Context: an optimization exercise on an open-source flow, tuned for small area, a short achievable clock period and few clock cycles. The choices shown serve that exercise and are no tape-out recipe.
In this exercise RTL edits were held to simulation tests only and were not proved equivalent to the original.
Power and IR drop assume default switching activity.

==> 08-06 <==
==> flow/design.v <==
module glz_model (
    input  wire        clk,
    input  wire        rst,         
    input  wire        cmd_valid,
    output wire        cmd_ready,
    input  wire [7:0]  cmd_op,
    input  wire [31:0] cmd_arg,
    output reg         rsp_valid,
    output reg  [7:0]  rsp_err,
    output reg  [31:0] rsp_res0,
    output reg  [31:0] rsp_res1
);
    localparam NB = 32;
    localparam CW = 16;
    localparam OP_NOP         = 8'h00;
    localparam OP_HIST_CLEAR  = 8'h20;
    localparam OP_HIST_INC    = 8'h21;
    localparam OP_HIST_DEC    = 8'h22;
    localparam OP_HIST_GET    = 8'h23;
    localparam OP_HIST_BOUND  = 8'h24;
    localparam OP_HIST_SORT   = 8'h26;
    localparam OP_TABLE_CLEAR = 8'h32;
    localparam OP_MAP_ENC     = 8'h33;
    localparam OP_MAP_DEC     = 8'h34;
    localparam OP_TABLE_READ  = 8'h35;
    localparam OP_RICE_SEARCH = 8'h42;
    localparam E_OK        = 8'h00;
    localparam E_CAPACITY  = 8'h09;
    localparam E_UNDERFLOW = 8'h0C;
    localparam E_OVERFLOW  = 8'h0D;
    localparam E_ILLEGAL   = 8'h0E;
    reg [CW-1:0] cnt [0:NB-1];
    reg [NB-1:0] vld;               
    reg [5:0]    bound;             
    reg [4:0]    dec_tbl [0:NB-1];  
    reg          remap_en;
    reg [5:0]    tbl_b;
    reg [6:0]    tbl_b3;            
    reg [20:0]   tot;               
    reg [20:0]   sj [0:5];          
    reg          rst_q;
    reg          rdy;
    assign cmd_ready = rdy;
    wire         acc = cmd_valid & rdy;
    reg          e_v;
    reg          e_clr, e_inc, e_dec, e_get, e_bnd, e_sort, e_tclr,
                 e_map, e_mdir, e_rd, e_srch, e_ill;
    reg [31:0]   e_arg;
    reg  [1:0]   e_z6;
    wire         e_lt32 = &e_z6 & ~e_arg[5];
    wire         e_le32 = &e_z6 & (~e_arg[5] | ~|e_arg[4:0]);
    reg          e_wait;            
    reg [5:0]    e_cnt;
    reg [7:0]    e_pos;             
    reg          e_fin;             
    wire in_sort = (cmd_op == OP_HIST_SORT);
    wire in_tclr = (cmd_op == OP_TABLE_CLEAR);
    wire in_map  = (cmd_op == OP_MAP_ENC) | (cmd_op == OP_MAP_DEC);
    wire in_rd   = (cmd_op == OP_TABLE_READ);
    wire in_srch = (cmd_op == OP_RICE_SEARCH);
    wire in_known = (cmd_op == OP_NOP) | (cmd_op == OP_HIST_CLEAR) |
                    (cmd_op == OP_HIST_INC) | (cmd_op == OP_HIST_DEC) |
                    (cmd_op == OP_HIST_GET) | (cmd_op == OP_HIST_BOUND) |
                    in_sort | in_tclr | in_map | in_rd | in_srch;
    wire in_wait = in_rd & e_v & (e_inc | e_dec);
    wire in_multi = in_sort | in_tclr | in_map | in_srch | in_wait;
    wire       in_h16 = |cmd_arg[31:16];
    wire       in_h8  = |cmd_arg[15:8];
    wire [7:0] in_pos = {in_h16, 3'd0, ~in_h16 & in_h8, 1'b0, ~in_h16 & ~in_h8, 1'b0};
    wire [1:0] in_z6  = {~|cmd_arg[31:19], ~|cmd_arg[18:6]};
    wire         scan  = e_sort | e_tclr;
    wire         first = (e_cnt == 6'd0);
    wire [4:0]   sym   = e_arg[4:0];
    reg          w_v;               
    reg          w_up;
    reg  [4:0]   w_s;
    reg  [15:0]  w_val;
    reg  [4:0]   key_r;             
    wire [4:0]   rd_idx = scan ? e_cnt[4:0] : sym;
    wire [15:0]  cnt_raw = vld[rd_idx] ? cnt[rd_idx] : 16'd0;
    wire [15:0]  cnt_rd  = (w_v && (w_s == rd_idx)) ? w_val : cnt_raw;
    wire         cnt_max  = &cnt_rd;
    wire         cnt_zero = ~|cnt_rd;
    wire         inc_ok = e_v & e_inc & e_lt32 & ~cnt_max;
    wire         dec_ok = e_v & e_dec & e_lt32 & ~cnt_zero;
    wire [15:0]  cnt_new = cnt_rd + (e_dec ? 16'hFFFF : 16'h0001);
    wire         clr_ok = e_v & e_clr & e_le32;
    function [4:0] mstep;
        input [4:0] r;
        input [1:0] d;
        input [5:0] b1;
        input [6:0] b3;
        reg   [6:0] t;
        begin
            t = {r, d};
            if (t >= b3)
                mstep = t - b3;
            else if (t >= {b1, 1'b0})
                mstep = t - {b1, 1'b0};
            else if (t >= {1'b0, b1})
                mstep = t - {1'b0, b1};
            else
                mstep = t[4:0];
        end
    endfunction
    reg  [4:0]   rem;
    wire [3:0]   m_nib = ({4{e_pos[7]}} & e_arg[31:28]) | ({4{e_pos[6]}} & e_arg[27:24]) |
                         ({4{e_pos[5]}} & e_arg[23:20]) | ({4{e_pos[4]}} & e_arg[19:16]) |
                         ({4{e_pos[3]}} & e_arg[15:12]) | ({4{e_pos[2]}} & e_arg[11:8])  |
                         ({4{e_pos[1]}} & e_arg[7:4])   | ({4{e_pos[0]}} & e_arg[3:0]);
    wire [4:0]   mc2 = mstep(rem, m_nib[3:2], tbl_b, tbl_b3);
    wire [4:0]   mc4 = mstep(mc2, m_nib[1:0], tbl_b, tbl_b3);
    wire [4:0]   ic0 = {4'd0, sym[4] & (tbl_b != 6'd1)};
    wire [4:0]   ic2 = mstep(ic0, sym[3:2], tbl_b, tbl_b3);
    wire [4:0]   ic4 = mstep(ic2, sym[1:0], tbl_b, tbl_b3);
    reg  [4:0]   inv;
    integer      u;
    always @(*) begin
        inv = 5'd0;
        for (u = 0; u < NB; u = u + 1)
            if ((dec_tbl[u] == key_r) && (u < tbl_b))
                inv = inv | u[4:0];
    end
    wire [4:0]   d_rd = dec_tbl[key_r];
    wire [4:0]   m_x   = e_mdir ? d_rd : inv;
    wire [7:0]   m_lob = {2'd0, e_arg[5:0]} - {3'd0, rem};
    wire [7:0]   m_lo  = m_lob + {3'd0, m_x};
    wire [25:0]  m_hi  = e_arg[31:6];
    wire [25:0]  m_hip = m_hi + 26'd1;
    wire [25:0]  m_him = m_hi - 26'd1;
    wire [25:0]  m_hir = m_lo[7] ? m_him : (m_lo[6] ? m_hip : m_hi);
    wire [6:0]   m_end = {2'd0, e_arg[4:0]} + {1'b0, tbl_b} - {2'd0, rem};
    wire         m_top = (&e_arg[31:5]) && (m_end > 7'd32);
    wire [31:0]  m_res = (m_top | ~remap_en) ? e_arg : {m_hir, m_lo[5:0]};
    reg  [4:0]   key_p;             
    reg  [15:0]  key1;              
    reg  [31:0]  beats;
    wire         key1_zero = ~|key1;
    integer      t;
    always @(*) begin
        for (t = 0; t < NB; t = t + 1)
            beats[t] = vld[t] ? ((cnt[t] > key1) || ((cnt[t] == key1) && (t < key_p)))
                              : (key1_zero && (t < key_p));
    end
    function [5:0] pop32;
        input [31:0] x;
        reg [1:0] a1 [0:15];
        reg [2:0] a2 [0:7];
        reg [3:0] a3 [0:3];
        reg [4:0] a4 [0:1];
        integer q;
        begin
            for (q = 0; q < 16; q = q + 1) a1[q] = x[2*q] + x[2*q+1];
            for (q = 0; q < 8; q = q + 1)  a2[q] = a1[2*q] + a1[2*q+1];
            for (q = 0; q < 4; q = q + 1)  a3[q] = a2[2*q] + a2[2*q+1];
            for (q = 0; q < 2; q = q + 1)  a4[q] = a3[2*q] + a3[2*q+1];
            pop32 = a4[0] + a4[1];
        end
    endfunction
    reg  [31:0]  beats_r;           
    reg  [15:0]  key2;
    reg  [4:0]   key2_p;
    wire [5:0]   rank6 = pop32(beats_r);
    reg  [4:0]   rank;              
    reg  [15:0]  key3;
    reg  [4:0]   key3_p;
    reg          sv2, sv3, sv4;     
    wire         st4 = e_v & scan & sv4 & ~first;
    wire [4:0]   sgate = e_sort ? rank : key3_p;
    wire [5:0]   w_m = remap_en ? ({1'b0, w_s} - {1'b0, key_r} + {1'b0, inv}) : {1'b0, w_s};
    reg  [26:0]  s_a;
    reg  [23:0]  s_kt;
    reg  [26:0]  s_c;
    reg  [26:0]  s_best;
    reg  [2:0]   s_bk;
    wire [2:0]   kmax = (bound <= 6'd1) ? 3'd0 :
                        (bound <= 6'd2) ? 3'd1 :
                        (bound <= 6'd4) ? 3'd2 :
                        (bound <= 6'd8) ? 3'd3 :
                        (bound <= 6'd16) ? 3'd4 : 3'd5;
    wire [2:0]   s_k   = 3'd5 - e_cnt[2:0];        
    wire [2:0]   s_kc  = 3'd7 - e_cnt[2:0];        
    wire [20:0]  s_sk  = (s_k > 3'd5) ? 21'd0 : sj[s_k];
    wire [26:0]  s_anew = (first ? 27'd0 : {s_a[25:0], 1'b0}) + {6'd0, s_sk};
    wire [23:0]  s_6t  = {1'b0, tot, 2'b00} + {2'd0, tot, 1'b0};
    wire         s_take = (s_kc == kmax) || ((s_kc < kmax) && (s_c <= s_best));
    wire         s_stall = e_srch & first & w_v;
    reg          e_last;
    reg          e_next_last;
    always @(*) begin
        e_last = 1'b1;
        e_next_last = 1'b0;
        if (scan) begin
            e_last = (bound == 6'd0) ? first : (e_cnt == bound + 6'd2);
            e_next_last = (e_cnt == bound + 6'd1);
        end else if (e_srch) begin
            e_last = (e_cnt == 6'd7);
            e_next_last = (e_cnt == 6'd6);
        end else if (e_map) begin
            e_last = e_fin | ~remap_en;
            e_next_last = e_pos[0];
        end else if (e_rd) begin
            e_last = ~(e_wait & first);
            e_next_last = 1'b1;
        end
    end
    always @(posedge clk) begin
        rst_q <= rst;
        if (rst) begin
            rdy       <= 1'b1;
            e_v       <= 1'b0;
            w_v       <= 1'b0;
            rsp_valid <= 1'b0;
        end else begin
            if (acc)
                rdy <= ~in_multi;
            else if (e_v & ~e_last)
                rdy <= e_next_last;
            else
                rdy <= 1'b1;
            if (rdy)
                e_v <= cmd_valid;
            else if (e_last)
                e_v <= 1'b0;
            w_v       <= inc_ok | dec_ok;
            rsp_valid <= e_v & e_last;
        end
    end
    integer i, j;
    always @(posedge clk) begin
        if (rst_q) begin
            vld      <= {NB{1'b0}};
            bound    <= 6'd0;
            remap_en <= 1'b0;
            tbl_b    <= 6'd0;
            tbl_b3   <= 7'd0;
            tot      <= 21'd0;
            for (j = 0; j < 6; j = j + 1)
                sj[j] <= 21'd0;
        end else begin
            if (w_v)
                vld[w_s] <= 1'b1;
            if (clr_ok) begin
                vld   <= {NB{1'b0}};
                bound <= e_arg[5:0];
            end else if (inc_ok && ({1'b0, sym} >= bound)) begin
                bound <= {1'b0, sym} + 6'd1;
            end
            if (clr_ok)
                tot <= 21'd0;
            else if (w_v)
                tot <= tot + (w_up ? 21'd1 : 21'h1FFFFF);
            for (j = 0; j < 6; j = j + 1) begin
                if (clr_ok || (e_v && scan && first))
                    sj[j] <= 21'd0;
                else if (st4) begin
                    if (j < 5 && sgate[j%5])
                        sj[j] <= sj[j] + {5'd0, key3};
                end else if (w_v && w_m[j])
                    sj[j] <= sj[j] + (w_up ? 21'd1 : 21'h1FFFFF);
            end
            if (e_v && scan && e_last) begin
                tbl_b    <= e_sort ? bound : 6'd0;
                tbl_b3   <= e_sort ? ({1'b0, bound} + {bound, 1'b0}) : 7'd0;
                remap_en <= e_sort && (bound != 6'd0);
            end
        end
    end
    always @(posedge clk) begin
        if (rdy) begin
            e_clr  <= (cmd_op == OP_HIST_CLEAR);
            e_inc  <= (cmd_op == OP_HIST_INC);
            e_dec  <= (cmd_op == OP_HIST_DEC);
            e_get  <= (cmd_op == OP_HIST_GET);
            e_bnd  <= (cmd_op == OP_HIST_BOUND);
            e_sort <= in_sort;
            e_tclr <= in_tclr;
            e_map  <= in_map;
            e_mdir <= (cmd_op == OP_MAP_DEC);
            e_rd   <= in_rd;
            e_srch <= in_srch;
            e_ill  <= ~in_known;
            e_arg  <= cmd_arg;
            e_z6   <= in_z6;
            e_pos  <= in_pos;
            e_wait <= in_wait;
            e_cnt  <= 6'd0;
            e_fin  <= 1'b0;
            rem    <= 5'd0;
        end else begin
            if (!s_stall)
                e_cnt <= e_cnt + 6'd1;
            if (e_v && e_map && !e_last) begin
                rem   <= mc4;
                e_pos <= {1'b0, e_pos[7:1]};
                if (e_pos[0])
                    e_fin <= 1'b1;
            end
        end
        if (e_v && (e_inc || e_dec))
            key_r <= ic4;
        else if (e_v && e_map && !e_last)
            key_r <= mc4;
        else if (rdy)
            key_r <= cmd_arg[4:0];
        else
            key_r <= sym;
        w_up  <= e_inc;
        w_s   <= sym;
        w_val <= cnt_new;
        if (w_v)
            cnt[w_s] <= w_val;
        key1    <= cnt_rd;
        key_p   <= e_cnt[4:0];
        beats_r <= beats;
        key2    <= key1;
        key2_p  <= key_p;
        key3    <= key2;
        key3_p  <= key2_p;
        rank    <= rank6[4:0];
        sv2     <= e_v && scan && ({1'b0, e_cnt} < {1'b0, bound});
        sv3     <= sv2;
        sv4     <= sv3;
        if (st4 && e_sort)
            dec_tbl[rank] <= key3_p;
        if (e_v && e_srch && !s_stall) begin
            s_a  <= s_anew;
            s_kt <= first ? s_6t : (s_kt - {3'd0, tot});
            s_c  <= s_a + {3'd0, s_kt};
            if (e_cnt >= 6'd2 && s_take) begin
                s_best <= s_c;
                s_bk   <= s_kc;
            end
        end
        rsp_err  <= E_OK;
        rsp_res0 <= 32'd0;
        rsp_res1 <= 32'd0;
        if (e_ill)
            rsp_err <= E_ILLEGAL;
        if (e_clr && !e_le32)
            rsp_err <= E_CAPACITY;
        if ((e_inc | e_dec) && !e_lt32)
            rsp_err <= E_CAPACITY;
        else if (e_inc && cnt_max)
            rsp_err <= E_OVERFLOW;
        else if (e_dec && cnt_zero)
            rsp_err <= E_UNDERFLOW;
        if (e_get && e_lt32)
            rsp_res0 <= {16'd0, cnt_rd};
        if (e_bnd || e_sort)
            rsp_res0 <= {26'd0, bound};
        if (e_map)
            rsp_res0 <= m_res;
        if (e_rd && remap_en && e_lt32 && ({1'b0, sym} < tbl_b)) begin
            rsp_res0 <= {27'd0, d_rd};
            rsp_res1 <= {27'd0, inv};
        end
        if (e_srch) begin
            rsp_res0 <= {29'd0, s_take ? s_kc : s_bk};
            rsp_res1 <= {5'd0, s_take ? s_c : s_best};
        end
    end
endmodule
==> flow/run.sh <==
#!/bin/bash
# synth_recipe.tcl (not shown) runs the flow's synth.tcl, then flattens the netlist and writes it again
# the make line also repeats each setting of config.mk as NAME=value (left out here)
make -C /OpenROAD-flow-scripts/flow DESIGN_CONFIG=/design/flow/config.mk WORK_HOME=/design/flow/orfs CLKGATE_MAP_FILE= SYNTH_SCRIPT=/design/flow/synth_recipe.tcl finish
==> flow/config.mk <==
export PLATFORM = sky130hd
export DESIGN_NAME = glz_model
export DESIGN_NICKNAME = glz_model
export VERILOG_FILES = /design/flow/design.v
export SDC_FILE = /design/flow/constraint.sdc
export NUM_CORES = 4
export LEC_CHECK = 0
export CAP_MARGIN = 20
export CORE_MARGIN = 2
export CORE_UTILIZATION = 40
export SLEW_MARGIN = 20
==> flow/constraint.sdc <==
create_clock -name core_clock -period 24.0 [get_ports {clk}]
set_input_delay 4.8000 -clock core_clock [delete_from_list [all_inputs] [get_ports {clk}]]
set_output_delay 4.8000 -clock core_clock [all_outputs]
set_load 0.01 [all_outputs]
==> 09-15 (differences from 08-06) <==
--- a/flow/design.v
+++ b/flow/design.v
@@ -39,9 +39,10 @@
     reg [20:0]   tot;               
     reg [20:0]   sj [0:5];          
     reg          rst_q;
-    reg          rdy;
+    reg          rdy;               
+    reg          busy;              
     assign cmd_ready = rdy;
-    wire         acc = cmd_valid & rdy;
+    wire         acc = cmd_valid & ~busy;
     reg          e_v;
     reg          e_clr, e_inc, e_dec, e_get, e_bnd, e_sort, e_tclr,
                  e_map, e_mdir, e_rd, e_srch, e_ill;
@@ -69,21 +70,22 @@
     wire [7:0] in_pos = {in_h16, 3'd0, ~in_h16 & in_h8, 1'b0, ~in_h16 & ~in_h8, 1'b0};
     wire [1:0] in_z6  = {~|cmd_arg[31:19], ~|cmd_arg[18:6]};
     wire         scan  = e_sort | e_tclr;
-    wire         first = (e_cnt == 6'd0);
+    reg          e_first;           
+    wire         first = e_first;
+    reg  [4:0]   ridx;              
     wire [4:0]   sym   = e_arg[4:0];
     reg          w_v;               
     reg          w_up;
     reg  [4:0]   w_s;
     reg  [15:0]  w_val;
     reg  [4:0]   key_r;             
-    wire [4:0]   rd_idx = scan ? e_cnt[4:0] : sym;
-    wire [15:0]  cnt_raw = vld[rd_idx] ? cnt[rd_idx] : 16'd0;
-    wire [15:0]  cnt_rd  = (w_v && (w_s == rd_idx)) ? w_val : cnt_raw;
+    wire [15:0]  w_new   = w_val + (w_up ? 16'h0001 : 16'hFFFF);
+    wire [15:0]  cnt_raw = vld[ridx] ? cnt[ridx] : 16'd0;
+    wire [15:0]  cnt_rd  = (w_v && (w_s == ridx)) ? w_new : cnt_raw;
     wire         cnt_max  = &cnt_rd;
     wire         cnt_zero = ~|cnt_rd;
     wire         inc_ok = e_v & e_inc & e_lt32 & ~cnt_max;
     wire         dec_ok = e_v & e_dec & e_lt32 & ~cnt_zero;
-    wire [15:0]  cnt_new = cnt_rd + (e_dec ? 16'hFFFF : 16'h0001);
     wire         clr_ok = e_v & e_clr & e_le32;
     function [4:0] mstep;
         input [4:0] r;
@@ -135,11 +137,34 @@
     reg  [4:0]   key_p;             
     reg  [15:0]  key1;              
     reg  [31:0]  beats;
+    function gt21;
+        input [20:0] a;
+        input [20:0] b;
+        reg   [6:0]  gg, ll;
+        reg          c;
+        integer      k, q;
+        begin
+            for (k = 0; k < 7; k = k + 1) begin
+                c = 1'b0;
+                for (q = 0; q < 3; q = q + 1)
+                    c = (a[3*k+q] & ~b[3*k+q]) | ((a[3*k+q] | ~b[3*k+q]) & c);
+                gg[k] = c;
+                c = 1'b0;
+                for (q = 0; q < 3; q = q + 1)
+                    c = (~a[3*k+q] & b[3*k+q]) | ((~a[3*k+q] | b[3*k+q]) & c);
+                ll[k] = c;
+            end
+            c = 1'b0;
+            for (k = 0; k < 7; k = k + 1)
+                c = gg[k] | (~ll[k] & c);
+            gt21 = c;
+        end
+    endfunction
     wire         key1_zero = ~|key1;
     integer      t;
     always @(*) begin
         for (t = 0; t < NB; t = t + 1)
-            beats[t] = vld[t] ? ((cnt[t] > key1) || ((cnt[t] == key1) && (t < key_p)))
+            beats[t] = vld[t] ? gt21({cnt[t], ~t[4:0]}, {key1, ~key_p})
                               : (key1_zero && (t < key_p));
     end
     function [5:0] pop32;
@@ -165,12 +190,12 @@
     reg  [15:0]  key3;
     reg  [4:0]   key3_p;
     reg          sv2, sv3, sv4;     
-    wire         st4 = e_v & scan & sv4 & ~first;
+    reg          st4_r;
+    wire         st4 = e_v & st4_r;
     wire [4:0]   sgate = e_sort ? rank : key3_p;
     wire [5:0]   w_m = remap_en ? ({1'b0, w_s} - {1'b0, key_r} + {1'b0, inv}) : {1'b0, w_s};
-    reg  [26:0]  s_a;
-    reg  [23:0]  s_kt;
-    reg  [26:0]  s_c;
+    reg  [26:0]  s_c;               
+    reg  [23:0]  s_kt;              
     reg  [26:0]  s_best;
     reg  [2:0]   s_bk;
     wire [2:0]   kmax = (bound <= 6'd1) ? 3'd0 :
@@ -179,10 +204,15 @@
                         (bound <= 6'd8) ? 3'd3 :
                         (bound <= 6'd16) ? 3'd4 : 3'd5;
     wire [2:0]   s_k   = 3'd5 - e_cnt[2:0];        
-    wire [2:0]   s_kc  = 3'd7 - e_cnt[2:0];        
-    wire [20:0]  s_sk  = (s_k > 3'd5) ? 21'd0 : sj[s_k];
-    wire [26:0]  s_anew = (first ? 27'd0 : {s_a[25:0], 1'b0}) + {6'd0, s_sk};
-    wire [23:0]  s_6t  = {1'b0, tot, 2'b00} + {2'd0, tot, 1'b0};
+    wire [2:0]   s_kc  = 3'd6 - e_cnt[2:0];        
+    reg  [5:0]   s_oh;              
+    wire [20:0]  s_sk  = ({21{s_oh[5]}} & sj[5]) | ({21{s_oh[4]}} & sj[4]) |
+                         ({21{s_oh[3]}} & sj[3]) | ({21{s_oh[2]}} & sj[2]) |
+                         ({21{s_oh[1]}} & sj[1]) | ({21{s_oh[0]}} & sj[0]);
+    wire [26:0]  s_2u  = first ? {3'd0, tot, 3'b000} : {s_c[25:0], 1'b0};
+    wire [23:0]  s_v   = first ? {2'd0, tot, 1'b0} : s_kt;
+    wire [26:0]  s_unew = s_2u + {6'd0, s_sk} - {3'd0, s_v};
+    wire [23:0]  s_vnew = (first ? {tot, 3'b000} : s_kt) - {3'd0, tot};
     wire         s_take = (s_kc == kmax) || ((s_kc < kmax) && (s_c <= s_best));
     wire         s_stall = e_srch & first & w_v;
     reg          e_last;
@@ -194,8 +224,8 @@
             e_last = (bound == 6'd0) ? first : (e_cnt == bound + 6'd2);
             e_next_last = (e_cnt == bound + 6'd1);
         end else if (e_srch) begin
-            e_last = (e_cnt == 6'd7);
-            e_next_last = (e_cnt == 6'd6);
+            e_last = (e_cnt == 6'd6);
+            e_next_last = (e_cnt == 6'd5);
         end else if (e_map) begin
             e_last = e_fin | ~remap_en;
             e_next_last = e_pos[0];
@@ -208,17 +238,22 @@
         rst_q <= rst;
         if (rst) begin
             rdy       <= 1'b1;
+            busy      <= 1'b0;
             e_v       <= 1'b0;
             w_v       <= 1'b0;
             rsp_valid <= 1'b0;
         end else begin
-            if (acc)
-                rdy <= ~in_multi;
-            else if (e_v & ~e_last)
-                rdy <= e_next_last;
-            else
-                rdy <= 1'b1;
-            if (rdy)
+            if (acc) begin
+                rdy  <= ~in_multi;
+                busy <= in_multi;
+            end else if (e_v & ~e_last) begin
+                rdy  <= e_next_last;
+                busy <= ~e_next_last;
+            end else begin
+                rdy  <= 1'b1;
+                busy <= 1'b0;
+            end
+            if (!busy)
                 e_v <= cmd_valid;
             else if (e_last)
                 e_v <= 1'b0;
@@ -267,7 +302,7 @@
         end
     end
     always @(posedge clk) begin
-        if (rdy) begin
+        if (!busy) begin
             e_clr  <= (cmd_op == OP_HIST_CLEAR);
             e_inc  <= (cmd_op == OP_HIST_INC);
             e_dec  <= (cmd_op == OP_HIST_DEC);
@@ -285,11 +320,20 @@
             e_pos  <= in_pos;
             e_wait <= in_wait;
             e_cnt  <= 6'd0;
+            e_first <= 1'b1;
+            ridx   <= (in_sort | in_tclr) ? 5'd0 : cmd_arg[4:0];
+            s_oh   <= 6'b100000;
             e_fin  <= 1'b0;
             rem    <= 5'd0;
         end else begin
             if (!s_stall)
                 e_cnt <= e_cnt + 6'd1;
+            if (!s_stall) begin
+                e_first <= 1'b0;
+                s_oh    <= {1'b0, s_oh[5:1]};
+            end
+            if (scan)
+                ridx <= ridx + 5'd1;
             if (e_v && e_map && !e_last) begin
                 rem   <= mc4;
                 e_pos <= {1'b0, e_pos[7:1]};
@@ -301,17 +345,17 @@
             key_r <= ic4;
         else if (e_v && e_map && !e_last)
             key_r <= mc4;
-        else if (rdy)
+        else if (!busy)
             key_r <= cmd_arg[4:0];
         else
             key_r <= sym;
         w_up  <= e_inc;
         w_s   <= sym;
-        w_val <= cnt_new;
+        w_val <= cnt_rd;
         if (w_v)
-            cnt[w_s] <= w_val;
+            cnt[w_s] <= w_new;
         key1    <= cnt_rd;
-        key_p   <= e_cnt[4:0];
+        key_p   <= ridx;
         beats_r <= beats;
         key2    <= key1;
         key2_p  <= key_p;
@@ -321,13 +365,13 @@
         sv2     <= e_v && scan && ({1'b0, e_cnt} < {1'b0, bound});
         sv3     <= sv2;
         sv4     <= sv3;
+        st4_r   <= e_v && scan && sv3 && !e_last;
         if (st4 && e_sort)
             dec_tbl[rank] <= key3_p;
         if (e_v && e_srch && !s_stall) begin
-            s_a  <= s_anew;
-            s_kt <= first ? s_6t : (s_kt - {3'd0, tot});
-            s_c  <= s_a + {3'd0, s_kt};
-            if (e_cnt >= 6'd2 && s_take) begin
+            s_c  <= s_unew;
+            s_kt <= s_vnew;
+            if (!first && s_take) begin
                 s_best <= s_c;
                 s_bk   <= s_kc;
             end
- CORE_UTILIZATION: 40 -> 60
==> comparison table <==
Post-synthesis compound-gate area fraction: 08-06 0.135; 09-15 0.143
Count of different cell masters after synthesis: 08-06 101; 09-15 88
Number of clock sinks: 08-06 1,243; 09-15 1,217
Standby leakage power: 08-06 34.0 nW; 09-15 29.3 nW
Multi-In Gates: 08-06 5,625; 09-15 4,884
Setup clock skew after layout: 08-06 48.3 ps; 09-15 37.1 ps
GRT Util Overall: 08-06 0.273; 09-15 0.345
Seq cells post-synth: 08-06 1,243; 09-15 1,217
Overall routed net length: 08-06 277,000 µm; 09-15 218,000 µm
Footprint of the multi-input gates: 08-06 43,200 µm²; 09-15 37,800 µm²
Number of filler cells placed in the layout: 08-06 18,300; 09-15 9,372
Internal cell power: 08-06 4.24 mW; 09-15 4.07 mW
Slowest cell on crit path: 08-06 or3b_1; 09-15 o2111a_1
Outcome: 08-06 finished clean; 09-15 finished clean
Final period util: 08-06 0.342; 09-15 0.286
Worst hold start: 08-06 key2[5]; 09-15 key2[1]
# rows: 08-06 162; 09-15 127
Post-synthesis instance area: 08-06 78,700 µm²; 09-15 72,700 µm²
End point of the worst hold path: 08-06 key3[5]; 09-15 key3[1]
GRT met1 Usage: 08-06 0.347; 09-15 0.467
Register share of the cell area: 08-06 0.376; 09-15 0.405
Clock-cell share of area: 08-06 0.0582; 09-15 0.0561
Testbench counts of 08-06, summed over its fixed seeds: cycles 15,438.
Testbench counts of 09-15, summed over its fixed seeds: cycles 15,182.

static timing again, ports no longer ideal:
How much do the figures lean on ideal ports? The routed layouts below were timed once more, with nothing changed but the port constraints. Step 1, drivers: a clkbuf_16 drives clk and a buf_2 each remaining input, both assumed. Step 2 also shifts input and output timing later by t, the mid clock arrival at the registers, as if the neighbouring blocks saw the same clock. a / b / c = no drivers / after step 1 / after step 2; a / b = the first two.
| run | shift t [ns] | slack for setup (ns) | worst setup path after step 2 | clock arrival spread, ns | pins driven straight from the clock port |
|---|---|---|---|---|---|
| 08-06 | 0.913 | 15.788 / 15.788 / 15.788 | register to register | 0.053 / 0.053 | 1 |
| 09-15 | 0.841 | 17.148 / 17.148 / 16.937 | input to register | 0.039 / 0.039 | 1 |
After both steps every run listed still meets setup and hold. For 09-15, which loses most, drivers alone change the setup slack by 0.000 ns; drivers and shift together by -0.211 ns.
